Source: an optimization exercise on an open RTL-to-GDS flow (aim: a short achievable clock period and few clock cycles). Production flows keep margins and buffers that such runs may drop.
Only simulation tests tie the RTL to the original design; equivalence was not proved.
Power is estimated from default activity; no workload was simulated.

main:
Design wspr_enc, start of the top module:
module wspr_enc (
  input  wire       clk,
  input  wire       rst,       
  input  wire       we,        
  input  wire [7:0] addr,      
  input  wire [7:0] wdata,
  output reg  [7:0] rdata      
);
  localparam [31:0] POLY0 = 32'hF2D05351;
  localparam [31:0] POLY1 = 32'hE4613C47;
  localparam [161:0] SYNC = 162'b000110001101011000000011001010000011100010110011011100100100000100010101100011010010010101010110000101100010110011010000001010010000000111101001000111000100000011;
  localparam [1295:0] SRC_TAB = 1296'h55049e4d76258a39621194436c1b802f58079948712085345d0c8f3e67167b2a5201a15079288d3c651497466f1e83325b0a9c4b74238837600f92416a197e2d56059f4e77268b3a631295446d1c813059089a49722186355e0d903f68177c2b5302a04f78278c3b641396456e1d82315a099b4a732287365f0e914069187d2c54039d4c75248938611093426b1a7f2e57069847701f84335c0b8e3d66157a295100;
  localparam [2:0] E_NONE = 3'd0, E_CHAR = 3'd1, E_CALL = 3'd2, E_CMD = 3'd4;
  integer i, v;
  ...
Settings: LEC_CHECK=0, CAP_MARGIN=20, CORE_MARGIN=2, CORE_UTILIZATION=40, PLACE_DENSITY=0.6, SLEW_MARGIN=20; clock period 25.0 ns.
standard.sh (not shown) runs the stock make flow with config.mk's settings and CLKGATE_MAP_FILE= SYNTH_SCRIPT=/design/flow/synth_recipe.tcl, a recipe that flattens the netlist after the stock synthesis.
==> flow/flow/run.sh <==
#!/bin/bash
# The standard layout (standard.sh: ORFS synthesis to finish, unchanged
# SDC and clock period). Settings that differ from the defaults:
#  - ORFS's post-CTS and post-global-route timing repair aims for a setup
#    slack margin of 20 ns, so that it sizes the gates on the critical paths
#    instead of stopping once the 25 ns clock is met;
#  - repair_design keeps 40% (not 20%) away from the max slew and max
#    capacitance limits, so that detours in detailed routing stay legal;
#  - the port buffers that buffer_ports inserts are buf_4 cells.
set -euo pipefail
bash standard.sh SETUP_SLACK_MARGIN=20 TNS_END_PERCENT=30 SLEW_MARGIN=40 CAP_MARGIN=40 \
  'BUFFER_PORTS_ARGS=-buffer_cell sky130_fd_sc_hd__buf_4' finish > standard.log 2>&1
Testbench counts of main, summed over its fixed seeds: cycles 175,467.
Edits applied to the flow inputs when going from main to the feature branch:
-- flow/design.v --
<<< main, line 440
    for (i = 0; i < 162; i = i + 1) win[8'h20 + i] = {6'd0, sym_q[2*i +: 2]};
  end
  reg [7:0] rd_mux;
  always @* begin
    rd_mux = 8'h00;
    for (i = 0; i < 8'hC2; i = i + 1)
      if (i != 8'h1B && i != 8'h1D && i != 8'h1E && i != 8'h1F)
        rd_mux = rd_mux | (win[i] & {8{addr == i}});
  end
  always @(posedge clk)
>>> the feature branch, line 440
    for (i = 0; i < 162; i = i + 1) win[8'h20 + i] = {6'd0, sym_q[2*i +: 2]};
  end
  reg [15:0] rd_lo, rd_hi;
  reg [7:0]  rd_t   [0:15];
  reg [7:0]  rd_col [0:12];
  reg [7:0]  rd_u   [0:15];
  reg [7:0]  rd_mux;
  integer g, e, w;
  always @* begin
    for (e = 0; e < 16; e = e + 1) begin
      rd_lo[e] = (addr[3:0] == e);
      rd_hi[e] = (addr[7:4] == e);
    end
    for (g = 0; g < 13; g = g + 1) begin
      for (e = 0; e < 16; e = e + 1)
        rd_t[e] = (16 * g + e == 8'h1B) ? 8'h00 : (win[16 * g + e] & {8{rd_lo[e]}});
      for (w = 8; w >= 1; w = w / 2)
        for (e = 0; e < w; e = e + 1)
          rd_t[e] = rd_t[2 * e] | rd_t[2 * e + 1];
      rd_col[g] = rd_t[0];
    end
    for (g = 0; g < 16; g = g + 1)
      rd_u[g] = (g < 13) ? (rd_col[g] & {8{rd_hi[g]}}) : 8'h00;
    for (w = 8; w >= 1; w = w / 2)
      for (g = 0; g < w; g = g + 1)
        rd_u[g] = rd_u[2 * g] | rd_u[2 * g + 1];
    rd_mux = rd_u[0];
  end
  always @(posedge clk)
[summary]
Status: clock network area share parity (the feature branch, main). In the feature branch relative to main, footprint of the multi-input gates had gone down slightly. For the global routing usage on met2, the feature branch came in 0.68 points lower than main did. [compare] base=main new=the feature branch: utilization of the core after routing shows a reduction of 0.37 points; final non-filler cell area lost about 1.5%. When the final numbers for the feature branch and main were put side by side, the power attributed to combinational cells turned out to be greater in main. Against main, the feature branch reports a pin count of the biggest net entering global routing that is higher. The feature branch vs main: share of the final layout cell area in sequential cells up in the feature branch. The feature branch vs main: global-route usage down in the feature branch. [compare] base=main new=the feature branch: total power saw a decrease, synthesized area now sits at about the same level. The feature branch against main: count of non-CTS buffers in the layout -about 3.6%, count of clock buffers in the final design has decreased, minimum clock period after layout lower.
Testbench counts of the feature branch, summed over its fixed seeds: cycles 175,467.

[static timing again, ports no longer ideal]
In the flow no input, the clock included, has a driving cell. The finished layouts below were timed again as built, in two steps. Step 1 sets driving cells, clkbuf_16 on the clock port and buf_2 on the other inputs (assumed; they add their load-dependent delay and slew). Step 2, shift: input delay + t, output delay - t, t = (earliest + latest rising clock arrival at the registers) / 2. This alone moves slack from input paths to output paths. Slacks: ideal ports / drivers / drivers and shift; pairs: ideal ports / drivers.
run | t (ns) | setup slack, ns | hold slack, ns | cell pins on the clock port's net
main | 0.939 | 18.565 / 18.394 / 17.455 | 0.245 / 0.245 / 0.245 | 1
the feature branch | 0.921 | 18.596 / 18.500 / 17.668 | 0.306 / 0.306 / 0.306 | 1
After both steps setup and hold are still met in every run listed. For main, which loses most, drivers alone change the setup slack by -0.171 ns; drivers and shift together by -1.110 ns.
